Source: an optimization exercise on an open RTL-to-GDS flow (aim: small area, a short achievable clock period and few clock cycles per item). Production flows keep margins and buffers that such runs may drop.
Where RTL was checked, it was by simulation tests only, not by an equivalence proof against the original.
Function not checked in runs 1 to 4: the RTL went through the layout flow alone.
Power figures rest on the tool's default switching activity, not on a simulated workload.

**flow/config.mk**
```make
export PLATFORM = sky130hd
export DESIGN_NAME = line21_decoder
export DESIGN_NICKNAME = line21_decoder
export VERILOG_FILES = /design/flow/design.v
export SDC_FILE = /design/flow/constraint.sdc
export NUM_CORES = 4
export LEC_CHECK = 0
export CAP_MARGIN = 20
export CORE_MARGIN = 2
export CORE_UTILIZATION = 40
export SLEW_MARGIN = 20
```
**flow/constraint.sdc**
```tcl
create_clock -name core_clock -period 14.0 [get_ports {clk}]
set_input_delay 2.8000 -clock core_clock [delete_from_list [all_inputs] [get_ports {clk}]]
set_output_delay 2.8000 -clock core_clock [all_outputs]
set_load 0.01 [all_outputs]
```
**flow/run.sh**
```bash
#!/bin/bash
# synth_recipe.tcl (not shown) runs the flow's synth.tcl, then flattens the netlist and writes it again
# the make line also repeats each setting of config.mk as NAME=value (left out here)
make -C /OpenROAD-flow-scripts/flow DESIGN_CONFIG=/design/flow/config.mk WORK_HOME=/design/flow/orfs CLKGATE_MAP_FILE= SYNTH_SCRIPT=/design/flow/synth_recipe.tcl finish
```
**flow/design.v**
```verilog
module line21_decoder (
    input  wire       clk,
    input  wire       rst,           
    input  wire       in_valid,
    output wire       in_ready,
    input  wire [7:0] in_data,
    input  wire       in_last,
    output wire       out_valid,
    input  wire       out_ready,
    output wire       out_ok,
    output wire [3:0] out_cause,
    output wire [7:0] out_byte0,
    output wire [7:0] out_byte1
);
    localparam N   = 257;            
    localparam D   = 3;              
    localparam PW  = 2;              
    localparam [7:0] BUB = 8'd1;
    integer j;
    function [PW-1:0] inc;
        input [PW-1:0] p;
        inc = (p == D-1) ? {PW{1'b0}} : p + 1'b1;
    endfunction
    reg       rdy;
    reg       a_v, a_l, b_v, b_l;
    reg [7:0] a_d, b_d;
    assign in_ready = rdy;
    wire acc = in_valid & rdy;
    reg          e_v    [0:D-1];
    reg          e_done [0:D-1];
    reg [17:0]   e_f    [0:D-1];
    reg [PW-1:0] wp, cp, fp, op;
    reg [1:0]    nc;                 
    reg [7:0] ring [0:N-1];
    wire [7:0] tail = ring[N-1];
    reg        fl;                   
    reg [8:0]  tc;                   
    reg        tz;                   
    reg        h_v;                  
    reg [7:0]  h_d;
    wire rpos   = (nc != 2'd0);
    reg  tbub;                       
    wire nb     = ~fl & ~tbub;
    wire cons   = nb & rpos;
    wire recirc = nb & ~rpos;
    wire uz     = fl | tz | rpos;    
    reg [8:0] cnt;                   
    reg [7:0] m;
    reg       ovf;
    wire [17:0] ecp    = e_f[cp];
    wire [8:0]  tc_end = rpos ? ecp[8:0] : cnt;
    wire        t_end  = (tc == tc_end);   
    wire store    = ~cnt[8];
    wire a_go     = a_v & (~(store | a_l) | (uz & ~recirc & ~h_v))
                        & (~a_l | ~e_v[wp]);
    wire a_free   = ~a_v | a_go;
    wire wr       = a_go & store;
    wire row_done = a_go & a_l;
    wire [7:0] a_map  = (a_d < 8'd15) ? 8'd0 : a_d;
    wire [7:0] m_nx   = (a_d > m) ? a_d : m;
    wire [8:0] cnt_nx = cnt + {8'd0, store};
    wire       pstart = recirc & tz & ~h_v;
    wire [7:0] head   = h_v ? h_d : (pstart ? BUB : (recirc ? tail : (wr ? a_map : BUB)));
    wire b_v_nx = a_free ? 1'b0 : (b_v | acc);
    always @(posedge clk) begin
        if (rst)
            h_v <= 1'b0;
        else if (h_v | pstart)
            h_v <= recirc;
        if (recirc)
            h_d <= tail;
    end
    always @(posedge clk) begin
        tbub    <= (ring[N-2] == BUB);
        ring[0] <= head;
        for (j = 1; j < N; j = j + 1)
            ring[j] <= ring[j-1];
    end
    always @(posedge clk) begin
        if (rst) begin
            a_v <= 1'b0;
            b_v <= 1'b0;
            rdy <= 1'b1;
        end else begin
            rdy <= ~b_v_nx;
            b_v <= b_v_nx;
            if (a_free)
                a_v <= b_v | acc;
        end
        if (a_free) begin
            a_d <= b_v ? b_d : in_data;
            a_l <= b_v ? b_l : in_last;
        end else if (acc) begin
            b_d <= in_data;
            b_l <= in_last;
        end
    end
    always @(posedge clk) begin
        if (rst) begin
            cnt <= 9'd0;
            m   <= 8'd0;
            ovf <= 1'b0;
        end else if (a_go) begin
            if (a_l) begin
                cnt <= 9'd0;
                m   <= 8'd0;
                ovf <= 1'b0;
            end else begin
                cnt <= cnt_nx;
                m   <= m_nx;
                ovf <= ovf | ~store;
            end
        end
    end
    reg  [7:0]  thi_c, tlo_c;
    always @(*) begin
        case (ecp[16:9])
            8'd32: begin thi_c = 8'd18; tlo_c = 8'd15; end
            8'd33: begin thi_c = 8'd19; tlo_c = 8'd15; end
            8'd34: begin thi_c = 8'd20; tlo_c = 8'd16; end
            8'd35: begin thi_c = 8'd20; tlo_c = 8'd16; end
            8'd36: begin thi_c = 8'd21; tlo_c = 8'd17; end
            8'd37: begin thi_c = 8'd21; tlo_c = 8'd17; end
            8'd38: begin thi_c = 8'd22; tlo_c = 8'd18; end
            8'd39: begin thi_c = 8'd22; tlo_c = 8'd18; end
            8'd40: begin thi_c = 8'd23; tlo_c = 8'd18; end
            8'd41: begin thi_c = 8'd23; tlo_c = 8'd19; end
            8'd42: begin thi_c = 8'd24; tlo_c = 8'd19; end
            8'd43: begin thi_c = 8'd25; tlo_c = 8'd20; end
            8'd44: begin thi_c = 8'd25; tlo_c = 8'd20; end
            8'd45: begin thi_c = 8'd26; tlo_c = 8'd21; end
            8'd46: begin thi_c = 8'd26; tlo_c = 8'd21; end
            8'd47: begin thi_c = 8'd27; tlo_c = 8'd22; end
            8'd48: begin thi_c = 8'd27; tlo_c = 8'd22; end
            8'd49: begin thi_c = 8'd28; tlo_c = 8'd23; end
            8'd50: begin thi_c = 8'd28; tlo_c = 8'd23; end
            8'd51: begin thi_c = 8'd29; tlo_c = 8'd23; end
            8'd52: begin thi_c = 8'd30; tlo_c = 8'd24; end
            8'd53: begin thi_c = 8'd30; tlo_c = 8'd24; end
            8'd54: begin thi_c = 8'd31; tlo_c = 8'd25; end
            8'd55: begin thi_c = 8'd31; tlo_c = 8'd25; end
            8'd56: begin thi_c = 8'd32; tlo_c = 8'd26; end
            8'd57: begin thi_c = 8'd32; tlo_c = 8'd26; end
            8'd58: begin thi_c = 8'd33; tlo_c = 8'd27; end
            8'd59: begin thi_c = 8'd34; tlo_c = 8'd27; end
            8'd60: begin thi_c = 8'd34; tlo_c = 8'd27; end
            8'd61: begin thi_c = 8'd35; tlo_c = 8'd28; end
            8'd62: begin thi_c = 8'd35; tlo_c = 8'd28; end
            8'd63: begin thi_c = 8'd36; tlo_c = 8'd29; end
            8'd64: begin thi_c = 8'd36; tlo_c = 8'd29; end
            8'd65: begin thi_c = 8'd37; tlo_c = 8'd30; end
            8'd66: begin thi_c = 8'd37; tlo_c = 8'd30; end
            8'd67: begin thi_c = 8'd38; tlo_c = 8'd31; end
            8'd68: begin thi_c = 8'd39; tlo_c = 8'd31; end
            8'd69: begin thi_c = 8'd39; tlo_c = 8'd32; end
            8'd70: begin thi_c = 8'd40; tlo_c = 8'd32; end
            8'd71: begin thi_c = 8'd40; tlo_c = 8'd32; end
            8'd72: begin thi_c = 8'd41; tlo_c = 8'd33; end
            8'd73: begin thi_c = 8'd41; tlo_c = 8'd33; end
            8'd74: begin thi_c = 8'd42; tlo_c = 8'd34; end
            8'd75: begin thi_c = 8'd42; tlo_c = 8'd34; end
            8'd76: begin thi_c = 8'd43; tlo_c = 8'd35; end
            8'd77: begin thi_c = 8'd44; tlo_c = 8'd35; end
            8'd78: begin thi_c = 8'd44; tlo_c = 8'd36; end
            8'd79: begin thi_c = 8'd45; tlo_c = 8'd36; end
            8'd80: begin thi_c = 8'd45; tlo_c = 8'd36; end
            8'd81: begin thi_c = 8'd46; tlo_c = 8'd37; end
            8'd82: begin thi_c = 8'd46; tlo_c = 8'd37; end
            8'd83: begin thi_c = 8'd47; tlo_c = 8'd38; end
            8'd84: begin thi_c = 8'd48; tlo_c = 8'd38; end
            8'd85: begin thi_c = 8'd48; tlo_c = 8'd39; end
            8'd86: begin thi_c = 8'd49; tlo_c = 8'd39; end
            8'd87: begin thi_c = 8'd49; tlo_c = 8'd40; end
            8'd88: begin thi_c = 8'd50; tlo_c = 8'd40; end
            8'd89: begin thi_c = 8'd50; tlo_c = 8'd41; end
            8'd90: begin thi_c = 8'd51; tlo_c = 8'd41; end
            8'd91: begin thi_c = 8'd51; tlo_c = 8'd41; end
            8'd92: begin thi_c = 8'd52; tlo_c = 8'd42; end
            8'd93: begin thi_c = 8'd53; tlo_c = 8'd42; end
            8'd94: begin thi_c = 8'd53; tlo_c = 8'd43; end
            8'd95: begin thi_c = 8'd54; tlo_c = 8'd43; end
            8'd96: begin thi_c = 8'd54; tlo_c = 8'd44; end
            8'd97: begin thi_c = 8'd55; tlo_c = 8'd44; end
            8'd98: begin thi_c = 8'd55; tlo_c = 8'd45; end
            8'd99: begin thi_c = 8'd56; tlo_c = 8'd45; end
            8'd100: begin thi_c = 8'd56; tlo_c = 8'd45; end
            8'd101: begin thi_c = 8'd57; tlo_c = 8'd46; end
            8'd102: begin thi_c = 8'd58; tlo_c = 8'd46; end
            8'd103: begin thi_c = 8'd58; tlo_c = 8'd47; end
            8'd104: begin thi_c = 8'd59; tlo_c = 8'd47; end
            8'd105: begin thi_c = 8'd59; tlo_c = 8'd48; end
            8'd106: begin thi_c = 8'd60; tlo_c = 8'd48; end
            8'd107: begin thi_c = 8'd60; tlo_c = 8'd49; end
            8'd108: begin thi_c = 8'd61; tlo_c = 8'd49; end
            8'd109: begin thi_c = 8'd62; tlo_c = 8'd50; end
            8'd110: begin thi_c = 8'd62; tlo_c = 8'd50; end
            8'd111: begin thi_c = 8'd63; tlo_c = 8'd50; end
            8'd112: begin thi_c = 8'd63; tlo_c = 8'd51; end
            8'd113: begin thi_c = 8'd64; tlo_c = 8'd51; end
            8'd114: begin thi_c = 8'd64; tlo_c = 8'd52; end
            8'd115: begin thi_c = 8'd65; tlo_c = 8'd52; end
            8'd116: begin thi_c = 8'd65; tlo_c = 8'd53; end
            8'd117: begin thi_c = 8'd66; tlo_c = 8'd53; end
            8'd118: begin thi_c = 8'd67; tlo_c = 8'd54; end
            8'd119: begin thi_c = 8'd67; tlo_c = 8'd54; end
            8'd120: begin thi_c = 8'd68; tlo_c = 8'd54; end
            8'd121: begin thi_c = 8'd68; tlo_c = 8'd55; end
            8'd122: begin thi_c = 8'd69; tlo_c = 8'd55; end
            8'd123: begin thi_c = 8'd69; tlo_c = 8'd56; end
            8'd124: begin thi_c = 8'd70; tlo_c = 8'd56; end
            8'd125: begin thi_c = 8'd70; tlo_c = 8'd57; end
            8'd126: begin thi_c = 8'd71; tlo_c = 8'd57; end
            8'd127: begin thi_c = 8'd72; tlo_c = 8'd58; end
            8'd128: begin thi_c = 8'd72; tlo_c = 8'd58; end
            8'd129: begin thi_c = 8'd73; tlo_c = 8'd59; end
            8'd130: begin thi_c = 8'd73; tlo_c = 8'd59; end
            8'd131: begin thi_c = 8'd74; tlo_c = 8'd59; end
            8'd132: begin thi_c = 8'd74; tlo_c = 8'd60; end
            8'd133: begin thi_c = 8'd75; tlo_c = 8'd60; end
            8'd134: begin thi_c = 8'd76; tlo_c = 8'd61; end
            8'd135: begin thi_c = 8'd76; tlo_c = 8'd61; end
            8'd136: begin thi_c = 8'd77; tlo_c = 8'd62; end
            8'd137: begin thi_c = 8'd77; tlo_c = 8'd62; end
            8'd138: begin thi_c = 8'd78; tlo_c = 8'd63; end
            8'd139: begin thi_c = 8'd78; tlo_c = 8'd63; end
            8'd140: begin thi_c = 8'd79; tlo_c = 8'd63; end
            8'd141: begin thi_c = 8'd79; tlo_c = 8'd64; end
            8'd142: begin thi_c = 8'd80; tlo_c = 8'd64; end
            8'd143: begin thi_c = 8'd81; tlo_c = 8'd65; end
            8'd144: begin thi_c = 8'd81; tlo_c = 8'd65; end
            8'd145: begin thi_c = 8'd82; tlo_c = 8'd66; end
            8'd146: begin thi_c = 8'd82; tlo_c = 8'd66; end
            8'd147: begin thi_c = 8'd83; tlo_c = 8'd67; end
            8'd148: begin thi_c = 8'd83; tlo_c = 8'd67; end
            8'd149: begin thi_c = 8'd84; tlo_c = 8'd68; end
            8'd150: begin thi_c = 8'd84; tlo_c = 8'd68; end
            8'd151: begin thi_c = 8'd85; tlo_c = 8'd68; end
            8'd152: begin thi_c = 8'd86; tlo_c = 8'd69; end
            8'd153: begin thi_c = 8'd86; tlo_c = 8'd69; end
            8'd154: begin thi_c = 8'd87; tlo_c = 8'd70; end
            8'd155: begin thi_c = 8'd87; tlo_c = 8'd70; end
            8'd156: begin thi_c = 8'd88; tlo_c = 8'd71; end
            8'd157: begin thi_c = 8'd88; tlo_c = 8'd71; end
            8'd158: begin thi_c = 8'd89; tlo_c = 8'd72; end
            8'd159: begin thi_c = 8'd90; tlo_c = 8'd72; end
            8'd160: begin thi_c = 8'd90; tlo_c = 8'd72; end
            8'd161: begin thi_c = 8'd91; tlo_c = 8'd73; end
            8'd162: begin thi_c = 8'd91; tlo_c = 8'd73; end
            8'd163: begin thi_c = 8'd92; tlo_c = 8'd74; end
            8'd164: begin thi_c = 8'd92; tlo_c = 8'd74; end
            8'd165: begin thi_c = 8'd93; tlo_c = 8'd75; end
            8'd166: begin thi_c = 8'd93; tlo_c = 8'd75; end
            8'd167: begin thi_c = 8'd94; tlo_c = 8'd76; end
            8'd168: begin thi_c = 8'd95; tlo_c = 8'd76; end
            8'd169: begin thi_c = 8'd95; tlo_c = 8'd77; end
            8'd170: begin thi_c = 8'd96; tlo_c = 8'd77; end
            8'd171: begin thi_c = 8'd96; tlo_c = 8'd77; end
            8'd172: begin thi_c = 8'd97; tlo_c = 8'd78; end
            8'd173: begin thi_c = 8'd97; tlo_c = 8'd78; end
            8'd174: begin thi_c = 8'd98; tlo_c = 8'd79; end
            8'd175: begin thi_c = 8'd98; tlo_c = 8'd79; end
            8'd176: begin thi_c = 8'd99; tlo_c = 8'd80; end
            8'd177: begin thi_c = 8'd100; tlo_c = 8'd80; end
            8'd178: begin thi_c = 8'd100; tlo_c = 8'd81; end
            8'd179: begin thi_c = 8'd101; tlo_c = 8'd81; end
            8'd180: begin thi_c = 8'd101; tlo_c = 8'd81; end
            8'd181: begin thi_c = 8'd102; tlo_c = 8'd82; end
            8'd182: begin thi_c = 8'd102; tlo_c = 8'd82; end
            8'd183: begin thi_c = 8'd103; tlo_c = 8'd83; end
            8'd184: begin thi_c = 8'd104; tlo_c = 8'd83; end
            8'd185: begin thi_c = 8'd104; tlo_c = 8'd84; end
            8'd186: begin thi_c = 8'd105; tlo_c = 8'd84; end
            8'd187: begin thi_c = 8'd105; tlo_c = 8'd85; end
            8'd188: begin thi_c = 8'd106; tlo_c = 8'd85; end
            8'd189: begin thi_c = 8'd106; tlo_c = 8'd86; end
            8'd190: begin thi_c = 8'd107; tlo_c = 8'd86; end
            8'd191: begin thi_c = 8'd107; tlo_c = 8'd86; end
            8'd192: begin thi_c = 8'd108; tlo_c = 8'd87; end
            8'd193: begin thi_c = 8'd109; tlo_c = 8'd87; end
            8'd194: begin thi_c = 8'd109; tlo_c = 8'd88; end
            8'd195: begin thi_c = 8'd110; tlo_c = 8'd88; end
            8'd196: begin thi_c = 8'd110; tlo_c = 8'd89; end
            8'd197: begin thi_c = 8'd111; tlo_c = 8'd89; end
            8'd198: begin thi_c = 8'd111; tlo_c = 8'd90; end
            8'd199: begin thi_c = 8'd112; tlo_c = 8'd90; end
            8'd200: begin thi_c = 8'd112; tlo_c = 8'd90; end
            8'd201: begin thi_c = 8'd113; tlo_c = 8'd91; end
            8'd202: begin thi_c = 8'd114; tlo_c = 8'd91; end
            8'd203: begin thi_c = 8'd114; tlo_c = 8'd92; end
            8'd204: begin thi_c = 8'd115; tlo_c = 8'd92; end
            8'd205: begin thi_c = 8'd115; tlo_c = 8'd93; end
            8'd206: begin thi_c = 8'd116; tlo_c = 8'd93; end
            8'd207: begin thi_c = 8'd116; tlo_c = 8'd94; end
            8'd208: begin thi_c = 8'd117; tlo_c = 8'd94; end
            8'd209: begin thi_c = 8'd118; tlo_c = 8'd95; end
            8'd210: begin thi_c = 8'd118; tlo_c = 8'd95; end
            8'd211: begin thi_c = 8'd119; tlo_c = 8'd95; end
            8'd212: begin thi_c = 8'd119; tlo_c = 8'd96; end
            8'd213: begin thi_c = 8'd120; tlo_c = 8'd96; end
            8'd214: begin thi_c = 8'd120; tlo_c = 8'd97; end
            8'd215: begin thi_c = 8'd121; tlo_c = 8'd97; end
            8'd216: begin thi_c = 8'd121; tlo_c = 8'd98; end
            8'd217: begin thi_c = 8'd122; tlo_c = 8'd98; end
            8'd218: begin thi_c = 8'd123; tlo_c = 8'd99; end
            8'd219: begin thi_c = 8'd123; tlo_c = 8'd99; end
            8'd220: begin thi_c = 8'd124; tlo_c = 8'd99; end
            8'd221: begin thi_c = 8'd124; tlo_c = 8'd100; end
            8'd222: begin thi_c = 8'd125; tlo_c = 8'd100; end
            8'd223: begin thi_c = 8'd125; tlo_c = 8'd101; end
            8'd224: begin thi_c = 8'd126; tlo_c = 8'd101; end
            8'd225: begin thi_c = 8'd126; tlo_c = 8'd102; end
            8'd226: begin thi_c = 8'd127; tlo_c = 8'd102; end
            8'd227: begin thi_c = 8'd128; tlo_c = 8'd103; end
            8'd228: begin thi_c = 8'd128; tlo_c = 8'd103; end
            8'd229: begin thi_c = 8'd129; tlo_c = 8'd104; end
            8'd230: begin thi_c = 8'd129; tlo_c = 8'd104; end
            8'd231: begin thi_c = 8'd130; tlo_c = 8'd104; end
            8'd232: begin thi_c = 8'd130; tlo_c = 8'd105; end
            8'd233: begin thi_c = 8'd131; tlo_c = 8'd105; end
            8'd234: begin thi_c = 8'd132; tlo_c = 8'd106; end
            8'd235: begin thi_c = 8'd132; tlo_c = 8'd106; end
            8'd236: begin thi_c = 8'd133; tlo_c = 8'd107; end
            8'd237: begin thi_c = 8'd133; tlo_c = 8'd107; end
            8'd238: begin thi_c = 8'd134; tlo_c = 8'd108; end
            8'd239: begin thi_c = 8'd134; tlo_c = 8'd108; end
            8'd240: begin thi_c = 8'd135; tlo_c = 8'd108; end
            8'd241: begin thi_c = 8'd135; tlo_c = 8'd109; end
            8'd242: begin thi_c = 8'd136; tlo_c = 8'd109; end
            8'd243: begin thi_c = 8'd137; tlo_c = 8'd110; end
            8'd244: begin thi_c = 8'd137; tlo_c = 8'd110; end
            8'd245: begin thi_c = 8'd138; tlo_c = 8'd111; end
            8'd246: begin thi_c = 8'd138; tlo_c = 8'd111; end
            8'd247: begin thi_c = 8'd139; tlo_c = 8'd112; end
            8'd248: begin thi_c = 8'd139; tlo_c = 8'd112; end
            8'd249: begin thi_c = 8'd140; tlo_c = 8'd113; end
            8'd250: begin thi_c = 8'd140; tlo_c = 8'd113; end
            8'd251: begin thi_c = 8'd141; tlo_c = 8'd113; end
            8'd252: begin thi_c = 8'd142; tlo_c = 8'd114; end
            8'd253: begin thi_c = 8'd142; tlo_c = 8'd114; end
            8'd254: begin thi_c = 8'd143; tlo_c = 8'd115; end
            8'd255: begin thi_c = 8'd143; tlo_c = 8'd115; end
            default: begin thi_c = 8'd0; tlo_c = 8'd0; end
        endcase
    end
    reg  [7:0]  thi, tlo;
    reg         v1, f1, l1;
    reg [7:0]   s1;
    always @(posedge clk) begin
        if (rst) begin
            fl <= 1'b1;
            tc <= 9'd1 - N;          
            tz <= 1'b0;
            cp <= {PW{1'b0}};
            v1 <= 1'b0;
        end else begin
            v1 <= cons;
            if (fl) begin
                tc <= tc + 1'b1;
                tz <= (tc == 9'd0);
                if (tc == 9'd0)
                    fl <= 1'b0;
            end else if (nb) begin
                if (t_end) begin
                    tc <= 9'd1;
                    tz <= 1'b1;
                end else begin
                    tc <= tc + 1'b1;
                    tz <= 1'b0;
                end
                if (cons & t_end)
                    cp <= inc(cp);
            end
        end
        s1 <= tail;
        f1 <= tz;
        l1 <= t_end;
        if (tz) begin
            thi <= thi_c;
            tlo <= tlo_c;
        end
    end
    reg  prevb;
    wire b1 = (s1 >= thi) | ((s1 >= tlo) & ~f1 & prevb);
    reg  v2, b2, f2, l2;
    always @(posedge clk) begin
        if (rst)
            v2 <= 1'b0;
        else
            v2 <= v1;
        if (v1)
            prevb <= b1;
        b2 <= b1;
        f2 <= f1;
        l2 <= l1;
    end
    localparam PH_START = 3'd0, PH_COUNT = 3'd1, PH_RISE = 3'd2,
               PH_SAMP  = 3'd3, PH_FULL  = 3'd4, PH_FAIL = 3'd5;
    reg [2:0]  ph;
    reg [8:0]  ci;                   
    reg [3:0]  st;                   
    reg        stfail;               
    reg        spfail;               
    reg [3:0]  tn;                   
    reg [3:0]  bw;
    reg [3:0]  cd;                   
    reg [4:0]  k;                    
    reg [15:0] db;
    reg [23:0] hist;                 
    reg        cz5;                  
    wire [8:0] pos  = f2 ? 9'd0 : ci;
    wire [2:0] ph_e = f2 ? PH_START : ph;
    wire [6:0] len  = ci[6:0] - {3'd0, st};
    wire [8:0]  w    = e_f[fp][8:0];
    wire [7:0]  st20 = {pos[3:0], 4'd0} + {2'd0, pos[3:0], 2'd0};
    wire [10:0] ci5  = {2'd0, ci} + {ci, 2'd0};
    wire [10:0] w3   = {2'd0, w} + {1'b0, w, 1'b0};
    reg [3:0] bw_c;
    always @(*) begin
        case (len)
            7'd13:                                           bw_c = 4'd2;
            7'd14, 7'd15, 7'd16, 7'd17, 7'd18, 7'd19:        bw_c = 4'd3;
            7'd20, 7'd21, 7'd22, 7'd23, 7'd24, 7'd25, 7'd26: bw_c = 4'd4;
            7'd27, 7'd28, 7'd29, 7'd30, 7'd31, 7'd32, 7'd33: bw_c = 4'd5;
            7'd34, 7'd35, 7'd36, 7'd37, 7'd38, 7'd39:        bw_c = 4'd6;
            7'd40, 7'd41, 7'd42, 7'd43, 7'd44, 7'd45, 7'd46: bw_c = 4'd7;
            7'd47, 7'd48, 7'd49, 7'd50, 7'd51, 7'd52:        bw_c = 4'd8;
            7'd53, 7'd54, 7'd55, 7'd56, 7'd57, 7'd58, 7'd59: bw_c = 4'd9;
            7'd60, 7'd61, 7'd62, 7'd63, 7'd64, 7'd65, 7'd66: bw_c = 4'd10;
            7'd67, 7'd68, 7'd69, 7'd70, 7'd71, 7'd72:        bw_c = 4'd11;
            default:                                         bw_c = 4'd12;
        endcase
    end
    wire [4:0] bw2  = {bw, 1'b0};
    wire       s_m2 = hist[bw - 1'b1];
    wire       s_m3 = hist[bw2 - 1'b1];
    reg fv;
    always @(posedge clk) begin
        if (rst)
            fv <= 1'b0;
        else
            fv <= v2 & l2;
        if (v2) begin
            ci   <= pos + 1'b1;
            hist <= {hist[22:0], b2};
            ph   <= ph_e;
            case (ph_e)
            PH_START: if (b2) begin
                st     <= pos[3:0];
                stfail <= (pos > 9'd12) | ({1'b0, st20} > w);
                tn    <= 4'd0;
                ph    <= PH_COUNT;
            end
            PH_COUNT: if (b2 != hist[0]) begin
                tn <= tn + 1'b1;
                if (tn == 4'd12) begin
                    spfail <= (ci > 9'd76) | ({2'd0, w} > ci5) | ({ci5[9:0], 1'b0} > w3);
                    bw    <= bw_c;
                    ph    <= PH_RISE;
                end
            end
            PH_RISE: if (b2) begin
                ph <= PH_SAMP;
                cd <= {1'b0, bw[3:1]} - 1'b1;
                k  <= 5'd0;
            end
            PH_SAMP: if (cd == 4'd0) begin
                cd <= bw - 1'b1;
                k  <= k + 1'b1;
                if (k == 5'd0) begin
                    cz5 <= (pos < {4'd0, bw2});
                    if ((pos < {4'd0, bw2}) || ({s_m3, s_m2, b2} != 3'b001))
                        ph <= PH_FAIL;
                end else begin
                    db <= {b2, db[15:1]};
                    if (k == 5'd16)
                        ph <= PH_FULL;
                end
            end else
                cd <= cd - 1'b1;
            default: ;
            endcase
        end
    end
    wire [17:0] efp  = e_f[fp];
    wire        par  = (^db[7:0]) & (^db[15:8]);
    reg  [3:0] rc;
    always @(*) begin
        if (efp[17])                            rc = 4'd8;
        else if (efp[16:9] < 8'd32)             rc = 4'd1;
        else if (ph == PH_START)                rc = 4'd2;
        else if (stfail)                        rc = 4'd3;
        else if (ph == PH_COUNT)                rc = 4'd2;
        else if (spfail)                        rc = 4'd3;
        else case (ph)
            PH_RISE:                            rc = 4'd7;
            PH_SAMP:                            rc = 4'd5;
            PH_FULL:                            rc = par ? 4'd0 : 4'd6;
            default:                            rc = cz5 ? 4'd5 : 4'd4;
        endcase
    end
    reg       o_v, o_ok;
    reg [3:0] o_c;
    reg [6:0] o_b0, o_b1;
    assign out_valid = o_v;
    assign out_ok    = o_ok;
    assign out_cause = o_c;
    assign out_byte0 = {1'b0, o_b0};
    assign out_byte1 = {1'b0, o_b1};
    wire [17:0] eop    = e_f[op];
    wire        o_load = ~o_v & e_done[op];
    always @(posedge clk) begin
        if (rst) begin
            o_v <= 1'b0;
            wp  <= {PW{1'b0}};
            fp  <= {PW{1'b0}};
            op  <= {PW{1'b0}};
            nc  <= 2'd0;
            for (j = 0; j < D; j = j + 1) begin
                e_v[j]    <= 1'b0;
                e_done[j] <= 1'b0;
            end
        end else begin
            if (o_v & out_ready)
                o_v <= 1'b0;
            else if (o_load)
                o_v <= 1'b1;
            nc <= nc + {1'b0, row_done} - {1'b0, cons & t_end};
            if (row_done) begin
                e_v[wp] <= 1'b1;
                wp      <= inc(wp);
            end
            if (fv) begin
                e_done[fp] <= 1'b1;
                fp         <= inc(fp);
            end
            if (o_load) begin
                e_v[op]    <= 1'b0;
                e_done[op] <= 1'b0;
                op         <= inc(op);
            end
        end
        if (row_done)
            e_f[wp] <= {ovf | ~store, m_nx, cnt_nx};
        if (fv)
            e_f[fp] <= {rc, (rc == 4'd0) ? {db[14:8], db[6:0]} : 14'd0};
        if (o_load) begin
            o_ok <= (eop[17:14] == 4'd0);
            o_c  <= eop[17:14];
            o_b0 <= eop[6:0];
            o_b1 <= eop[13:7];
        end
    end
endmodule
```
==> flow_summary.yaml, run 1 <==
global_routing:
  grt.busiest_layer: "met1"
  grt_antenna_before_repair: 2
  grt_pass1_vias: 26216
  grtUsageMet2: 0.170
  grt_first_pass_wirelength_mm: 141
  grtUsageMet1: 0.172
  grt_usage: 0.120
  overflow: 0
  grt_use_met3: 0.0325
  grt_max_degree: 53
die:
  die_h_um: 384
  core_area_um2: 143000
  die_x_um: 384
  rows: 139
  io_pins: 36
  initial_core_util: 0.402
  die_area_um2: 147000
logic_synthesis:
  synth_top_flop_cell: "dfxtp_1"
  synth-async-reset-ratio: 0
  ys_warn_count: 2
  ys_ff_latch: 2324
  synth_top_cells_by_area: "dfxtp_1 74%, edfxtp_1 10%, ha_1 2.3%, a21oi_1 1.5%, mux2i_1 1.2%"
  syn-cell-area_um2: 57600
  synthCells: 3785
  synth-edff-count: 191
  synth-seq-area-share: 0.841
  yosysTopAreaCell: "dfxtp_1"
  syn_avg_cell_area_um2: 15.2
  synth_cell_types: 83
  synth_top_cell_area_share: 0.741
pwr:
  peakVddDrop_uv: 130
  p_int_mw: 10.2
  p_sw_mw: 2.49
  clockPowerShare: 0.452
  power_frac_seq: 0.536
  p_sw_frac: 0.197
  power_frac_comb: 0.012
  power_density_nw_per_um2: 188
  leakage_nw: 26.4
run_status:
  status: "complete, no violations"
sta:
  holdWs_ns: 0.307
  tightest_slew_ns: 1.11
  finalSetupViolations: 0
  timing.fmax_mhz: 207
  fin_crit_sh: 0.345
  setup-tns-final_ns: 0
  drv_slew: 0
  fin_ws_ns: 9.16
  slew_headroom: 0.256
  min_period_ns: 4.84
  rsz0062_at_grt: "no"
  hold_violations: 0
  skew_ns: 0.0722
worst_setup_path:
  cp-end-kind: "flop"
  path_class: "reg2reg"
  start_kind: "flop"
  worstPathRequired_ns: 14.54
  worstPathArrival_ns: 5.38
  worst-path-max-fanout: 12
  rr_worst_depth: 21
  r2r_slack_ns: 9.16
  r2r_end: "spfail"
place:
  placed_area_um2: 60100
  pre_cts_ws_ns: 9.20
  place.detailed.hpwl_mm: 49.5
  place_congestion: 0.820
  io_buffers: 33
min_path:
  whs_path_depth: 0
  holdPathEnd: "ring[238][6]"
  hp-class: "reg2reg"
  min_from: "ring[237][6]"
cells_and_area:
  area_growth_pct: 16.8
  drive_above_1_share: 0.0977
  final_cell_mix: "2133 x dfxtp_1, 209 x clkbuf_16, 191 x edfxtp_1"
  fin_nets: 4078
  final_area_um2: 67300
  utilization: 0.470
  antenna-diode-count: 0
  layout.cells.most_common: "dfxtp_1"
  n_fill_cell: 12260
clock_tree:
  post_cts_resized: 0
  insertion_delay_ns: 0.81
  numCtsBuffers: 206
  htree_num_levels: 4
  numClockSinks: 2324
  hold_buffers: 0
  cts_tree: "yes"
  path_clk_slew_ns: 0.06
  root_buffer: "clkbuf_16"
  cts_setup_buffers: 0
  cts_buffer_depth: 3
routing:
  ant_nets: 0
  wirelength_mm: 87.4
  wire_per_inst_um: 14.5
  remaining_drc_errors: 0
  dr_total_vias: 26024
  vias_per_cell: 4.32
  drt_iter0_markers: 1446
  drt_pass1_iterations: 5
flow_run:
  cap_violations: 0
## worst max path at each step
stage,to,slack [ns],startpoint,depth (start not counted)
final,spfail,9.16,flop,21
after global routing,spfail,8.77,flop,22
after CTS,spfail,9.18,flop,21
after detailed placement,spfail,9.20,flop,21
after global placement,spfail,9.29,flop,21
after floorplan,spfail,9.71,flop,19
## power groups by stage
stage | logic (mW) | registers (mW) | clock network, mW
after floorplan | 0.103 | 6.92 | 0
after global placement | 0.146 | 6.93 | 0
after detailed placement | 0.145 | 6.93 | 0
after CTS | 0.146 | 6.78 | 5.89
after global routing | 0.162 | 6.78 | 6.16
final | 0.146 | 6.78 | 5.72
## per-stage QoR
stage	total power [mW]	instances
after global routing	13.1	6028
after floorplan	7.02	3786
after detailed placement	7.07	5645
after CTS	12.8	6025
final	12.7	6028
after global placement	7.08	5644
## registers in the layout, summed over array words and instances, names as in the netlist, 9 cells and up, named ones only
| signal | flops |
|---|---|
| e_f | 54 |
| ci | 9 |
| ring | 2056 |
| hist | 24 |
| cnt | 9 |
| db | 16 |
| tc | 9 |
## routing by layer
layer | up-vias | wire, um
met1 | 12241 | 44100
met5 | - | 16
met3 | 212 | 4660
li1 | 13036 | -
met4 | 2 | 2870
met2 | 533 | 35800
## synth_stat cells, drive strengths merged (25+ instances only)
cell type / count
mux2i: 70
inv: 97
dfxtp: 2133
buf: 33
nand3: 41
nor3: 51
ha: 108
edfxtp: 191
xor2: 31
clkbuf: 65
a211oi: 25
nor2: 144
nand2: 151
a21oi: 171
xnor2: 42
o21ai: 112
## final cells by class
| cell class | instances | area (um2) | share of cell area |
|---|---|---|---|
| tap | 1903 | 2380 | 0.0354 |
| timing repair buffer | 57 | 553 | 0.00822 |
| sequential | 2324 | 48400 | 0.720 |
| multi-input combinational | 1266 | 8440 | 0.125 |
| clock buffer | 281 | 5840 | 0.0868 |
| inverter | 98 | 368 | 0.00547 |
| clock inverter | 99 | 1290 | 0.0191 |
## cells by family after synthesis
kind of cell             after synthesis  share of synthesized area
AND/OR/NAND/NOR                      504                     0.0411
flip-flops                          2324                      0.841
adder cells (fa/ha/maj)              112                     0.0248
XOR/XNOR                              73                     0.0111
buffers and inverters                196                     0.0133
AO/OA/AOI/OAI                        489                     0.0529
other                                  1                  0.0000651
multiplexers                          86                     0.0159
## critical path, stage by stage, from the launching register on
cell and delay [ns]:
dfxtp_1 0.77, mux2i_1 0.26, nor2_1 0.06, a21oi_1 0.39, inv_1 0.16, ha_1 0.25
inv_1 0.07, fa_1 0.20, nor2b_1 0.05, o21ai_0 0.25, a21oi_1 0.12, o21ai_0 0.20
nand2b_1 0.11, a21oi_1 0.15, o21bai_1 0.09, xnor2_1 0.13, ha_1 0.29, a21o_1 0.16
a211oi_1 0.23, a41oi_1 0.09, a2111oi_0 0.39, o31ai_1 0.12
==> run 2, diff against run 1 <==
--- a/flow/config.mk
+++ b/flow/config.mk
@@ -8,4 +8,6 @@
 export CAP_MARGIN = 20
 export CORE_MARGIN = 2
 export CORE_UTILIZATION = 40
+export CTS_CLUSTER_DIAMETER = 100
+export CTS_CLUSTER_SIZE = 30
 export SLEW_MARGIN = 20
==> flow_summary.yaml, run 2 <==
global_routing:
  grt_use_met3: 0.0198
  grt.busiest_layer: "met1"
  grt_first_pass_wirelength_mm: 135
  grt_usage: 0.114
  grt_max_degree: 53
  overflow: 0
  grt_pass1_vias: 24734
  grtUsageMet2: 0.165
  grtUsageMet1: 0.169
  grt_antenna_before_repair: 2
sta:
  fin_crit_sh: 0.347
  tightest_slew_ns: 1.12
  hold_violations: 0
  slew_headroom: 0.252
  skew_ns: 0.0314
  rsz0062_at_grt: "no"
  finalSetupViolations: 0
  drv_slew: 0
  min_period_ns: 4.86
  timing.fmax_mhz: 206
  holdWs_ns: 0.314
  setup-tns-final_ns: 0
clock_tree:
  cts_tree: "yes"
  numCtsBuffers: 91
  numClockSinks: 2324
  hold_buffers: 0
  cts_setup_buffers: 0
  path_clk_slew_ns: 0.12
  root_buffer: "clkbuf_16"
  insertion_delay_ns: 0.71
  cts_buffer_depth: 3
  post_cts_resized: 0
  htree_num_levels: 3
run_status:
  status: "complete, no violations"
cells_and_area:
  top_regs: "ring (2056), e_f (54), hist (24)"
  fin_nets: 3963
  antenna-diode-count: 0
  area_growth_pct: 9.12
  final_cell_mix: "2133 x dfxtp_1, 191 x edfxtp_1, 171 x a21oi_1"
  drive_above_1_share: 0.0448
  largest_reg_flops: 2056
  layout.cells.most_common: "dfxtp_1"
  n_fill_cell: 12639
  regMostFlops: "ring"
logic_synthesis:
  synth_top_cells_by_count: "2133 x dfxtp_1, 191 x edfxtp_1, 171 x a21oi_1"
  synth_xor_area_frac: 0.0111
  synth_top_family_by_area: "compound AO/OA/AOI/OAI gates"
  synth-edff-count: 191
  synth_cell_types: 83
  synth-async-reset-ratio: 0
  synth_top_cells_by_area: "dfxtp_1 74%, edfxtp_1 10%, ha_1 2.3%, a21oi_1 1.5%, mux2i_1 1.2%"
  yosys-mux-area-fraction: 0.0159
  synth_compound_area_frac: 0.0529
  yosysMostFrequentCell: "dfxtp_1"
  synth_top_flop_cell: "dfxtp_1"
  synthAdderAreaFrac: 0.0248
  syn-cell-area_um2: 57600
  synth-simple-area-share: 0.0411
  syn_avg_cell_area_um2: 15.2
  synth_top_cell_area_share: 0.741
  yosysTopAreaCell: "dfxtp_1"
  synthCells: 3785
  ys_warn_count: 2
  synth-seq-area-share: 0.841
  ys_ff_latch: 2324
place:
  place.detailed.hpwl_mm: 49.5
  io_buffers: 33
  place_congestion: 0.820
routing:
  vias_per_cell: 4.36
  wire_per_inst_um: 14.5
  wirelength_mm: 83.6
  dr_total_vias: 25125
  remaining_drc_errors: 0
  drt_iter0_markers: 1504
  ant_nets: 0
  drt_pass1_iterations: 5
pwr:
  peakVddDrop_uv: 90.3
  leakage_nw: 24.2
  power_density_nw_per_um2: 160
  power.total_mw: 10.1
worst_setup_path:
  cp-end-kind: "flop"
  path_class: "reg2reg"
  worstPathArrival_ns: 5.29
  worstPathRequired_ns: 14.44
  worst-path-max-fanout: 12
  start_kind: "flop"
die:
  core_area_um2: 143000
  io_pins: 36
  die_x_um: 384
  die_area_um2: 147000
  initial_core_util: 0.402
  rows: 139
  die_h_um: 384
flow_run:
  cap_violations: 0
min_path:
  hp-class: "reg2reg"
## run 2: cell counts after synthesis
No cell type changed its count.
## run 2: cells by family after synthesis
family,count (synthesis)
flip-flops,2324
adder cells (fa/ha/maj),112
other,1
buffers and inverters,196
AO/OA/AOI/OAI,489
XOR/XNOR,73
multiplexers,86
AND/OR/NAND/NOR,504
## run 2: report_power, final
group | total, mW | internal [mW] | switching (mW)
registers | 6.78 | 6.75 | 0.0238
clock network | 3.16 | 1.27 | 1.89
logic | 0.146 | 0.0528 | 0.0936
## run 2: final timing paths
path | from | to | slack, ns | cells past startpoint
max | flop | spfail | 9.14 | 21
min | ring[19][5] | ring[20][5] | 0.31 | 0
max reg2reg | flop | spfail | 9.14 | 21
min reg2reg | ring[19][5] | ring[20][5] | 0.31 | 0
## run 2: metal layers
metal	share of wire	wire, um	vias to the layer above
li1	-	-	12650
met1	0.52	43300	11864
met2	0.41	33900	460
met3	0.047	3970	149
met4	0.029	2420	2
met5	0.00016	13	-
## run 2: layout make-up
class                      count  area, um2  share of cell area
clock buffer                  98       2300              0.0366
clock inverter                19        382             0.00607
inverter                      98        368             0.00585
multi-input combinational   1266       8440               0.134
sequential                  2324      48400               0.770
tap                         1903       2380              0.0379
timing repair buffer          57        553             0.00880
## run 2: metrics by stage
stage | setup slack (ns) | instance area [um2] | cells | util
6_report | 9.14 | 62900 | 5765 | 0.439
5_1_grt | 8.74 | 62900 | 5765 | 0.439
4_1_cts | 9.16 | 62800 | 5762 | 0.438
3_5_place_dp | 9.20 | 60100 | 5645 | 0.420
3_3_place_gp | 9.29 | 60100 | 5644 | 0.419
2_1_floorplan | 9.71 | 57600 | 3786 | -
## run 2: worst max-delay path: stages (launching register included)
cell	delay, ns
dfxtp_1	0.78
mux2i_1	0.27
nor2_1	0.06
a21oi_1	0.39
inv_1	0.16
ha_1	0.25
inv_1	0.07
fa_1	0.20
nor2b_1	0.05
o21ai_0	0.25
a21oi_1	0.12
o21ai_0	0.20
nand2b_1	0.11
a21oi_1	0.15
o21bai_1	0.09
xnor2_1	0.13
ha_1	0.29
a21o_1	0.16
a211oi_1	0.24
a41oi_1	0.09
a2111oi_0	0.39
o31ai_1	0.13
==> run 3, diff against run 2 <==
--- a/flow/design.v
+++ b/flow/design.v
@@ -21,11 +21,12 @@
         input [PW-1:0] p;
         inc = (p == D-1) ? {PW{1'b0}} : p + 1'b1;
     endfunction
-    reg       rdy;
+    reg       rdy;                   
+    reg       rdy_i;                 
     reg       a_v, a_l, b_v, b_l;
     reg [7:0] a_d, b_d;
     assign in_ready = rdy;
-    wire acc = in_valid & rdy;
+    wire acc = in_valid & rdy_i;
     reg          e_v    [0:D-1];
     reg          e_done [0:D-1];
     reg [17:0]   e_f    [0:D-1];
@@ -62,6 +63,7 @@
     wire       pstart = recirc & tz & ~h_v;
     wire [7:0] head   = h_v ? h_d : (pstart ? BUB : (recirc ? tail : (wr ? a_map : BUB)));
     wire b_v_nx = a_free ? 1'b0 : (b_v | acc);
+    wire rdy_nx = a_free | ~(b_v | (in_valid & rdy));
     always @(posedge clk) begin
         if (rst)
             h_v <= 1'b0;
@@ -78,11 +80,13 @@
     end
     always @(posedge clk) begin
         if (rst) begin
-            a_v <= 1'b0;
-            b_v <= 1'b0;
-            rdy <= 1'b1;
+            a_v   <= 1'b0;
+            b_v   <= 1'b0;
+            rdy   <= 1'b1;
+            rdy_i <= 1'b1;
         end else begin
-            rdy <= ~b_v_nx;
+            rdy   <= rdy_nx;
+            rdy_i <= ~b_v_nx;
             b_v <= b_v_nx;
             if (a_free)
                 a_v <= b_v | acc;
@@ -412,8 +416,10 @@
     wire [6:0] len  = ci[6:0] - {3'd0, st};
     wire [8:0]  w    = e_f[fp][8:0];
     wire [7:0]  st20 = {pos[3:0], 4'd0} + {2'd0, pos[3:0], 2'd0};
-    wire [10:0] ci5  = {2'd0, ci} + {ci, 2'd0};
-    wire [10:0] w3   = {2'd0, w} + {1'b0, w, 1'b0};
+    wire [17:0] q5_p   = ({9'd0, w} + 18'd4) * 18'd205;
+    wire [18:0] q310_p = {10'd0, w} * 19'd307 + 19'd50;
+    reg  [5:0]  q5;
+    reg  [6:0]  q310;
     reg [3:0] bw_c;
     always @(*) begin
         case (len)
@@ -435,6 +441,8 @@
     wire       s_m3 = hist[bw2 - 1'b1];
     reg fv;
     always @(posedge clk) begin
+        q5   <= q5_p[15:10];
+        q310 <= q310_p[16:10];
         if (rst)
             fv <= 1'b0;
         else
@@ -453,7 +461,7 @@
             PH_COUNT: if (b2 != hist[0]) begin
                 tn <= tn + 1'b1;
                 if (tn == 4'd12) begin
-                    spfail <= (ci > 9'd76) | ({2'd0, w} > ci5) | ({ci5[9:0], 1'b0} > w3);
+                    spfail <= (ci < {3'd0, q5}) | (ci > {2'd0, q310});
                     bw    <= bw_c;
                     ph    <= PH_RISE;
                 end
@@ -507,10 +515,12 @@
     assign out_byte0 = {1'b0, o_b0};
     assign out_byte1 = {1'b0, o_b1};
     wire [17:0] eop    = e_f[op];
-    wire        o_load = ~o_v & e_done[op];
+    reg         o_busy;              
+    wire        o_load = ~o_busy & e_done[op];
     always @(posedge clk) begin
         if (rst) begin
-            o_v <= 1'b0;
+            o_v    <= 1'b0;
+            o_busy <= 1'b0;
             wp  <= {PW{1'b0}};
             fp  <= {PW{1'b0}};
             op  <= {PW{1'b0}};
@@ -520,10 +530,8 @@
                 e_done[j] <= 1'b0;
             end
         end else begin
-            if (o_v & out_ready)
-                o_v <= 1'b0;
-            else if (o_load)
-                o_v <= 1'b1;
+            o_v    <= o_load | (o_v & ~out_ready);
+            o_busy <= o_load | (o_busy & ~out_ready);
             nc <= nc + {1'b0, row_done} - {1'b0, cons & t_end};
             if (row_done) begin
                 e_v[wp] <= 1'b1;
==> flow_summary.yaml, run 3 <==
run_status:
  status: "complete, no violations"
routing:
  wirelength_mm: 86.2
  vias_per_cell: 4.42
  ant_nets: 0
  wire_per_inst_um: 14.3
  drt_iter0_markers: 1827
  remaining_drc_errors: 0
  drt_pass1_iterations: 5
  dr_total_vias: 26526
place:
  dp_cells: 5887
  placed_area_um2: 62400
  io_buffers: 33
  place_congestion: 0.834
  place.detailed.hpwl_mm: 51.9
sta:
  fin_crit_sh: 0.452
  tightest_slew_ns: 0.974
  setup-tns-final_ns: 0
  timing.fmax_mhz: 158
  skew_ns: 0.0367
  hold_violations: 0
  drv_slew: 0
  min_period_ns: 6.32
  rsz0062_at_grt: "no"
  slew_headroom: 0.350
  finalSetupViolations: 0
logic_synthesis:
  synth_top_cells_by_area: "dfxtp_1 72%, edfxtp_1 9.6%, ha_1 3.7%, a21oi_1 1.5%, mux2i_1 1.2%"
  synth_top_cells_by_count: "2148 x dfxtp_1, 191 x edfxtp_1, 180 x a21oi_1"
  synth_xor_area_frac: 0.0129
  synth_top_family_by_area: "compound AO/OA/AOI/OAI gates"
  ys_ff_latch: 2339
  synth-async-reset-ratio: 0
  ys_warn_count: 2
  syn_avg_cell_area_um2: 15.0
  synth-simple-area-share: 0.0407
  yosysMostFrequentCell: "dfxtp_1"
  synth_top_cell_area_share: 0.718
  yosysTopAreaCell: "dfxtp_1"
  synthCells: 3997
  synthAdderAreaFrac: 0.0479
  synth-edff-count: 191
  synth_cell_types: 83
  synth_top_flop_cell: "dfxtp_1"
  synth_compound_area_frac: 0.0517
  synth-seq-area-share: 0.814
  yosys-mux-area-fraction: 0.0159
  syn-cell-area_um2: 59900
worst_setup_path:
  cp-end-kind: "flop"
  path_class: "reg2reg"
  r2r_slack_ns: 7.68
  worst-path-max-fanout: 13
  start_kind: "flop"
  worstPathRequired_ns: 14.64
  worstPathArrival_ns: 6.96
global_routing:
  grt_antenna_before_repair: 5
  grt_pass1_vias: 25859
  grt_max_degree: 53
  overflow: 0
  grt_usage: 0.114
  grt_first_pass_wirelength_mm: 141
cells_and_area:
  regMostFlops: "ring"
  fin_nets: 4274
  area_growth_pct: 8.66
  antenna-diode-count: 0
  post_layout_nonfiller_instances: 6006
  layout.cells.most_common: "dfxtp_1"
  n_fill_cell: 13190
  final_cell_mix: "2148 x dfxtp_1, 191 x edfxtp_1, 180 x a21oi_1"
  largest_reg_flops: 2056
  drive_above_1_share: 0.0422
  top_regs: "ring (2056), e_f (54), hist (24)"
  final_area_um2: 65100
pwr:
  leakage_nw: 25.6
  power_density_nw_per_um2: 159
  peakVddDrop_uv: 108
clock_tree:
  path_clk_slew_ns: 0.12
  post_cts_resized: 0
  cts_tree: "yes"
  insertion_delay_ns: 0.73
  numClockSinks: 2339
  cts_setup_buffers: 0
  numCtsBuffers: 91
  cts_buffer_depth: 3
  htree_num_levels: 3
  hold_buffers: 0
  root_buffer: "clkbuf_16"
flow_run:
  cap_violations: 0
die:
  die_h_um: 391
  die_x_um: 391
  initial_core_util: 0.404
  rows: 141
  core_area_um2: 148000
  io_pins: 36
  die_area_um2: 153000
min_path:
  hp-class: "reg2reg"
==> run 3: layout make-up <==
type | instances | area (um2) | area share
flip-flops and latches | 2339 | 48700 | 0.749
inverters | 162 | 608 | 0.00935
multi-input cells | 1401 | 10200 | 0.156
clock buffers | 105 | 2370 | 0.0365
repair buffers | 56 | 495 | 0.00762
clock inverters | 13 | 263 | 0.00404
well taps | 1930 | 2410 | 0.0371
==> run 3: worst paths after layout <==
check / startpoint / end / cells after the start
worst max-delay path: flop / q5[5] / 24
worst min-delay path: ring[157][5] / ring[158][5] / 0
worst max register to register: flop / q5[5] / 24
worst min register to register: ring[157][5] / ring[158][5] / 0
==> run 3: where the power goes <==
group          switching, mW  internal (mW)  leakage, nW
Sequential            0.0293           6.81         19.1
Clock                   1.90           1.26         1.28
Combinational          0.185          0.132         5.23
==> run 3: cells by family (layout without fill, tap and decap cells) <==
kind of cell	count (synthesis)	count (layout)
other	1	2
adders and majority gates	210	210
xor gates and xnor gates	88	88
AOI/OAI and AO/OA	501	501
DFF	2339	2339
buffers and inverters	258	336
muxes	89	89
and+or+nand+nor	511	511
==> run 3: layer usage <==
| metal | GRT usage | vias to the layer above | routed length (um) |
|---|---|---|---|
| li1 | - | 13307 | - |
| met1 | 0.179 | 12650 | 46500 |
| met2 | 0.156 | 441 | 33700 |
| met3 | 0.0184 | 128 | 4010 |
| met4 | 0.0385 | 0 | 1950 |
| met5 | 0 | - | 0 |
==> run 3: metrics by stage <==
step	util	power [mW]	setup WS, ns	hold WS, ns
2_1_floorplan	-	7.21	8.73	0.310
3_3_place_gp	0.421	7.31	7.72	0.311
3_5_place_dp	0.421	7.31	7.74	0.312
4_1_cts	0.439	10.5	7.66	0.313
5_1_grt	0.439	10.8	7.18	0.314
6_report	0.439	10.3	7.68	0.318
==> run 3: critical path: stages, from the launching register on <==
cell and delay [ns]:
dfxtp_1 0.84, mux2i_1 0.26, nor2_1 0.05, a21oi_1 0.50, inv_1 0.23, ha_1 0.31
nand2_1 0.09, xor2_1 0.35, ha_1 0.20, inv_1 0.07, fa_1 0.48, inv_1 0.05
fa_1 0.54, inv_1 0.06, fa_1 0.53, inv_1 0.04, ha_1 0.20, a21o_1 0.16
a21oi_1 0.14, nand2_1 0.06, a21oi_1 0.33, o21ai_0 0.23, o21ai_0 0.25, a21oi_1 0.10
a31oi_1 0.17
==> run 4, diff against run 3 <==
--- a/flow/config.mk
+++ b/flow/config.mk
@@ -7,7 +7,8 @@
 export LEC_CHECK = 0
 export CAP_MARGIN = 20
 export CORE_MARGIN = 2
-export CORE_UTILIZATION = 40
+export CORE_UTILIZATION = 65
 export CTS_CLUSTER_DIAMETER = 100
 export CTS_CLUSTER_SIZE = 30
+export PLACE_DENSITY = 0.75
 export SLEW_MARGIN = 20
==> flow_summary.yaml, run 4 <==
global_routing:
  grt_antenna_before_repair: 3
  grt_first_pass_wirelength_mm: 143
  overflow: 0
  grt_pass1_vias: 26327
  grt_usage: 0.189
  grt_max_degree: 53
sta:
  fin_ws_ns: 7.96
  drv_slew: 0
  timing.fmax_mhz: 165
  skew_ns: 0.0379
  tightest_slew_ns: 1.02
  hold_violations: 0
  slew_headroom: 0.323
  finalSetupViolations: 0
  setup-tns-final_ns: 0
  fin_crit_sh: 0.432
  rsz0062_at_grt: "no"
  min_period_ns: 6.04
place:
  io_buffers: 33
  dp_cells: 5142
  pre_cts_ws_ns: 8.01
  place.detailed.hpwl_mm: 50.9
  place_congestion: 0.889
cells_and_area:
  regMostFlops: "ring"
  final_cell_mix: "2148 x dfxtp_1, 191 x edfxtp_1, 180 x a21oi_1"
  n_fill_cell: 5985
  layout.cells.most_common: "dfxtp_1"
  area_growth_pct: 6.87
  fin_nets: 4272
  top_regs: "ring (2056), e_f (54), hist (24)"
  utilization: 0.699
  largest_reg_flops: 2056
  drive_above_1_share: 0.0408
  antenna-diode-count: 0
  post_layout_nonfiller_instances: 5255
logic_synthesis:
  yosysTopAreaCell: "dfxtp_1"
  synth-seq-area-share: 0.814
  synth-edff-count: 191
  syn-cell-area_um2: 59900
  synthCells: 3997
  synth_top_flop_cell: "dfxtp_1"
  yosysMostFrequentCell: "dfxtp_1"
  synth_top_cell_area_share: 0.718
  synth-async-reset-ratio: 0
  ys_warn_count: 2
  ys_ff_latch: 2339
  synth_top_cells_by_count: "2148 x dfxtp_1, 191 x edfxtp_1, 180 x a21oi_1"
  synth_cell_types: 83
  syn_avg_cell_area_um2: 15.0
  synth_top_cells_by_area: "dfxtp_1 72%, edfxtp_1 9.6%, ha_1 3.7%, a21oi_1 1.5%, mux2i_1 1.2%"
pwr:
  power_density_nw_per_um2: 160
  peakVddDrop_uv: 173
  leakage_nw: 25.5
  power_frac_comb: 0.030
  clockPowerShare: 0.301
  p_sw_frac: 0.202
  p_int_mw: 8.16
  p_sw_mw: 2.06
  power_frac_seq: 0.670
worst_setup_path:
  rr_worst_depth: 24
  critPathBufInv: 5
  worstPathArrival_ns: 6.65
  cp-end-kind: "flop"
  critPathMaxStageDelay_ns: 0.86
  worstPathRequired_ns: 14.61
  crit_top_cell: "inv_1"
  r2r_end: "q5[5]"
  crit_chain: "mux2i_1, nor2_1, a21oi_1, inv_1, ha_1, nand2_1, xor2_1, ha_1, inv_1, fa_1, inv_1, fa_1, inv_1, fa_1, inv_1, ha_1, a21o_1, a21oi_1, nand2_1, a21oi_1, o21ai_0, o21ai_0, a21oi_1, a31oi_1"
  slowest_stage: "dfxtp_1"
  r2r_slack_ns: 7.96
  start_kind: "flop"
  setup.worst_path.end: "q5[5]"
  path_class: "reg2reg"
  cp_num_cells: 24
  cp_top_family: "adder cells"
  worst-path-max-fanout: 13
routing:
  drt_iter0_markers: 2150
  drt_pass1_iterations: 6
  dr_total_vias: 26526
  remaining_drc_errors: 0
  ant_nets: 0
  wire_per_inst_um: 16.8
  wirelength_mm: 88.4
  vias_per_cell: 5.05
clock_tree:
  numClockSinks: 2339
  cts_buffer_depth: 3
  path_clk_slew_ns: 0.12
  cts_tree: "yes"
  htree_num_levels: 3
  cts_setup_buffers: 0
  insertion_delay_ns: 0.70
  numCtsBuffers: 89
  post_cts_resized: 0
  hold_buffers: 0
  root_buffer: "clkbuf_16"
die:
  core_area_um2: 91500
  die_x_um: 307
  die_area_um2: 94500
  io_pins: 36
  initial_core_util: 0.654
  rows: 111
  die_h_um: 307
min_path:
  hp-class: "reg2reg"
run_status:
  status: "complete, no violations"
flow_run:
  cap_violations: 0
-- run 4: cell counts after synthesis --
Identical to the previous run, type by type.
-- run 4: worst reg2reg max path: stages (launching register included) --
cell and delay [ns]:
dfxtp_1 0.86, mux2i_1 0.26, nor2_1 0.05, a21oi_1 0.41
inv_1 0.21, ha_1 0.32, nand2_1 0.10, xor2_1 0.30
ha_1 0.19, inv_1 0.07, fa_1 0.48, inv_1 0.05
fa_1 0.53, inv_1 0.05, fa_1 0.53, inv_1 0.04
ha_1 0.20, a21o_1 0.16, a21oi_1 0.14, nand2_1 0.06
a21oi_1 0.24, o21ai_0 0.21, o21ai_0 0.26, a21oi_1 0.11
a31oi_1 0.13
-- run 4: layer usage --
| layer | global-route usage | vias up | part of all wire |
|---|---|---|---|
| met2 | 0.294 | 614 | 0.44 |
| met1 | 0.278 | 12465 | 0.49 |
| met4 | 0.0525 | 4 | 0.020 |
| li1 | - | 13298 | - |
| met5 | 0 | - | 0.00031 |
| met3 | 0.0304 | 145 | 0.052 |
-- run 4: cell type report --
type,instances,area (um2),area share
Timing Repair Buffer,56,505,0.00790
Clock inverter,9,146,0.00229
Sequential cell,2339,48700,0.762
Multi-Input combinational cell,1401,10200,0.159
Clock buffer,102,2340,0.0366
Tap cell,1186,1480,0.0232
Inverter,162,608,0.00950
-- run 4: worst min-delay path by stage --
stage               cells after the start          from            to  slack (ns)
finish                                  0  ring[209][7]  ring[210][7]        0.32
global route                            0  ring[243][6]  ring[244][6]        0.33
CTS                                     0  ring[239][3]  ring[240][3]        0.32
detailed placement                      0  ring[104][0]  ring[105][0]        0.31
global placement                        0  ring[148][3]  ring[149][3]        0.31
floorplan                               0            l1            l2        0.31
-- run 4: through the flow --
stage / hold slack, ns / instance area, um2 / total power [mW]
detailed placement: 0.312 / 61500 / 7.30
floorplan: 0.310 / 59900 / 7.21
global route: 0.328 / 64000 / 10.6
finish: 0.320 / 64000 / 10.2
CTS: 0.324 / 64000 / 10.3
global placement: 0.310 / 61500 / 7.29
-- run 4: cells by family after synthesis --
kind of cell               synth area share
DFF                                   0.814
and+or+nand+nor                      0.0407
AOI/OAI and AO/OA                    0.0517
buffers and inverters                0.0168
adders and majority gates            0.0479
muxes                                0.0159
xor gates and xnor gates             0.0129
other                             0.0000626
-- run 4: power by group through the flow --
stage / logic, mW / clock network [mW] / registers (mW)
4_1_cts: 0.306 / 3.16 / 6.84
3_5_place_dp: 0.303 / 0 / 6.99
2_1_floorplan: 0.235 / 0 / 6.98
6_report: 0.305 / 3.07 / 6.84
5_1_grt: 0.355 / 3.37 / 6.85
3_3_place_gp: 0.297 / 0 / 6.99
==> run 5, diff against run 4 <==
--- a/flow/design.v
+++ b/flow/design.v
@@ -416,10 +416,8 @@
     wire [6:0] len  = ci[6:0] - {3'd0, st};
     wire [8:0]  w    = e_f[fp][8:0];
     wire [7:0]  st20 = {pos[3:0], 4'd0} + {2'd0, pos[3:0], 2'd0};
-    wire [17:0] q5_p   = ({9'd0, w} + 18'd4) * 18'd205;
-    wire [18:0] q310_p = {10'd0, w} * 19'd307 + 19'd50;
-    reg  [5:0]  q5;
-    reg  [6:0]  q310;
+    wire [10:0] ci5  = {2'd0, ci} + {ci, 2'd0};
+    reg  [9:0]  w3q;                 
     reg [3:0] bw_c;
     always @(*) begin
         case (len)
@@ -441,8 +439,7 @@
     wire       s_m3 = hist[bw2 - 1'b1];
     reg fv;
     always @(posedge clk) begin
-        q5   <= q5_p[15:10];
-        q310 <= q310_p[16:10];
+        w3q <= {1'b0, w} + {w, 1'b0};
         if (rst)
             fv <= 1'b0;
         else
@@ -461,7 +458,7 @@
             PH_COUNT: if (b2 != hist[0]) begin
                 tn <= tn + 1'b1;
                 if (tn == 4'd12) begin
-                    spfail <= (ci < {3'd0, q5}) | (ci > {2'd0, q310});
+                    spfail <= ({2'd0, w} > ci5) | ({ci5, 1'b0} > {2'd0, w3q});
                     bw    <= bw_c;
                     ph    <= PH_RISE;
                 end
--- a/flow/config.mk
+++ b/flow/config.mk
@@ -7,8 +7,7 @@
 export LEC_CHECK = 0
 export CAP_MARGIN = 20
 export CORE_MARGIN = 2
-export CORE_UTILIZATION = 65
+export CORE_UTILIZATION = 40
 export CTS_CLUSTER_DIAMETER = 100
 export CTS_CLUSTER_SIZE = 30
-export PLACE_DENSITY = 0.75
 export SLEW_MARGIN = 20
==> flow_summary.yaml, run 5 <==
place:
  placed_area_um2: 60600
  io_buffers: 33
  place_congestion: 0.823
  place.detailed.hpwl_mm: 48.2
worst_setup_path:
  cp-end-kind: "output pin"
  start_kind: "flop"
  path_class: "reg2out"
  worst-path-max-fanout: 2
  crit_chain: "clkdlybuf4s50_1"
  startpoint: "o_v"
  slowest_stage: "clkdlybuf4s50_1"
  cp_top_family: "buffers and inverters"
  worstPathRequired_ns: 11.20
  worstPathArrival_ns: 1.69
  critPathBufInv: 1
  critPathMaxStageDelay_ns: 0.63
clock_tree:
  root_buffer: "clkbuf_16"
  insertion_delay_ns: 0.73
  htree_num_levels: 3
  numClockSinks: 2336
  hold_buffers: 0
  cts_tree: "yes"
  cts_buffer_depth: 3
  post_cts_resized: 0
  path_clk_slew_ns: 0.11
  numCtsBuffers: 91
  cts_setup_buffers: 0
pwr:
  clockPowerShare: 0.311
  p_sw_mw: 2.03
  power_frac_comb: 0.016
  p_int_mw: 8.09
  peakVddDrop_uv: 95.8
  power_density_nw_per_um2: 160
  power_frac_seq: 0.674
  power.total_mw: 10.1
  p_sw_frac: 0.200
  leakage_nw: 24.3
global_routing:
  grt_usage: 0.112
  grt.busiest_layer: "met1"
  grtUsageMet2: 0.163
  overflow: 0
  grt_first_pass_wirelength_mm: 134
  grt_pass1_vias: 24721
  grt_max_degree: 51
  grtUsageMet1: 0.167
  grt_antenna_before_repair: 0
  grt_use_met3: 0.0199
routing:
  drt_iter0_markers: 1655
  wirelength_mm: 82.6
  ant_nets: 0
  drt_pass1_iterations: 5
  wire_per_inst_um: 14.3
  remaining_drc_errors: 0
  dr_total_vias: 25345
  vias_per_cell: 4.37
sta:
  hold_violations: 0
  min_period_ns: 4.49
  fin_crit_sh: 0.321
  holdWs_ns: 0.307
  setup-tns-final_ns: 0
  rsz0062_at_grt: "no"
  finalSetupViolations: 0
  slew_headroom: 0.186
  drv_slew: 0
  timing.fmax_mhz: 223
  skew_ns: 0.0357
  tightest_slew_ns: 1.21
min_path:
  min_from: "ring[104][7]"
  hp-class: "reg2reg"
die:
  initial_core_util: 0.401
  die_x_um: 386
  die_h_um: 386
  rows: 140
  die_area_um2: 149000
  io_pins: 36
  core_area_um2: 145000
cells_and_area:
  final_cell_mix: "2145 x dfxtp_1, 191 x edfxtp_1, 163 x a21oi_1"
  antenna-diode-count: 0
  ff_latch_area_um2: 48700
  drive_above_1_share: 0.0495
  regMostFlops: "ring"
  layout.cells.most_common: "dfxtp_1"
  utilization: 0.436
  top_regs: "ring (2056), e_f (54), hist (24)"
  n_fill_cell: 12825
  final_area_um2: 63300
  area_growth_pct: 8.69
  fin_nets: 3979
  multiInputGateArea_um2: 8700
  largest_reg_flops: 2056
logic_synthesis:
  synth-async-reset-ratio: 0
  synth_cell_types: 100
  synth_top_cell_area_share: 0.737
  synth_top_cells_by_count: "2145 x dfxtp_1, 191 x edfxtp_1, 163 x a21oi_1"
  synth-edff-count: 191
  synth_top_cells_by_area: "dfxtp_1 74%, edfxtp_1 9.8%, ha_1 2.3%, a21oi_1 1.4%, mux2i_1 1.1%"
  syn_avg_cell_area_um2: 15.3
  ys_ff_latch: 2336
  synth-seq-area-share: 0.836
  synthCells: 3810
  yosysTopAreaCell: "dfxtp_1"
  ys_warn_count: 2
  synth_top_flop_cell: "dfxtp_1"
  syn-cell-area_um2: 58200
  yosysMostFrequentCell: "dfxtp_1"
flow_run:
  cap_violations: 0
run_status:
  status: "complete, no violations"
run 5: cell types whose count changed after synthesis, sizes merged, moves of 11 or more:
cell | previous run | this run
ha | 178 | 106
inv | 162 | 110
nor2 | 168 | 120
fa | 32 | 4
nand2 | 128 | 149
buf | 27 | 47
clkbuf | 69 | 52
o21ai | 122 | 106
a21oi | 180 | 166
o21a | 14 | 27
a211oi | 19 | 30
xnor2 | 57 | 46
run 5: power by group through the flow:
stage	registers (mW)	clock network [mW]	logic (mW)
2_1_floorplan	6.96	0	0.108
3_3_place_gp	6.97	0	0.155
3_5_place_dp	6.97	0	0.156
4_1_cts	6.82	3.29	0.157
5_1_grt	6.83	3.51	0.176
6_report	6.82	3.14	0.159
run 5: path summary, 6_finish.rpt:
path	slack [ns]	to	depth (start not counted)
setup / recovery	9.51	out_valid	1
hold / removal	0.31	ring[105][7]	0
setup reg to reg	10.27	thi[3]	11
hold reg to reg	0.31	ring[105][7]	0
run 5: kinds of logic (layout without fill, tap and decap cells):
kind of cell	count (synthesis)	in the layout	share of synthesized area
other	1	2	0.0000644
AO/OA/AOI/OAI	502	502	0.0560
adder cells (fa/ha/maj)	111	111	0.0243
AND/OR/NAND/NOR	486	486	0.0405
flip-flops	2336	2336	0.836
multiplexers	89	89	0.0169
XOR/XNOR	76	76	0.0114
buffers and inverters	209	276	0.0149
run 5: layout make-up:
| class | count | share of cell area |
|---|---|---|
| sequential | 2336 | 0.769 |
| multi-input combinational | 1266 | 0.137 |
| tap | 1917 | 0.0379 |
| clock buffer | 98 | 0.0369 |
| timing repair buffer | 51 | 0.00759 |
| inverter | 110 | 0.00652 |
| clock inverter | 17 | 0.00451 |
run 5: per-stage QoR:
| step | worst slack (ns) | instances |
|---|---|---|
| global route | 9.39 | 5795 |
| global placement | 9.46 | 5679 |
| CTS | 9.39 | 5794 |
| detailed placement | 9.48 | 5679 |
| finish | 9.51 | 5795 |
| floorplan | 10.38 | 3811 |
run 5: layer usage:
layer | part of all wire | wire length (um)
met5 | 0 | 0
met4 | 0.028 | 2290
met3 | 0.041 | 3410
met2 | 0.41 | 33800
met1 | 0.52 | 43100
Testbench counts of run 5, summed over its fixed seeds: cycles 158,646, frames 960.

-- separate check: timing with driven ports --
In the flow no input, the clock included, has a driving cell. The finished layouts below were timed again as built, in two steps. Step 1: set_driving_cell puts a clkbuf_16 on clk and a buf_2 on each other input, an assumption about the parent block. Step 2 also shifts input and output timing later by t, the mid clock arrival at the registers, as if the neighbouring blocks saw the same clock. Slacks: no drivers / after step 1 / after step 2; pairs: no drivers / after step 1.
run	t (ns)	slack for setup (ns)	worst setup path after step 2	latest minus earliest clock arrival (ns)	pins driven straight from the clock port
run 1	0.844	9.164 / 9.164 / 9.164	register to register	0.072 / 0.072	1
run 2	0.762	9.142 / 9.142 / 9.142	register to register	0.038 / 0.038	1
run 3	0.780	7.678 / 7.678 / 7.678	register to register	0.050 / 0.050	1
run 4	0.743	7.957 / 7.957 / 7.957	register to register	0.040 / 0.040	1
run 5	0.776	9.508 / 9.442 / 9.490	input to register	0.041 / 0.040	1
After both steps every run listed still meets setup and hold. The setup slack of run 5, which loses most, moves by -0.066 ns with the drivers and by -0.018 ns with both steps.
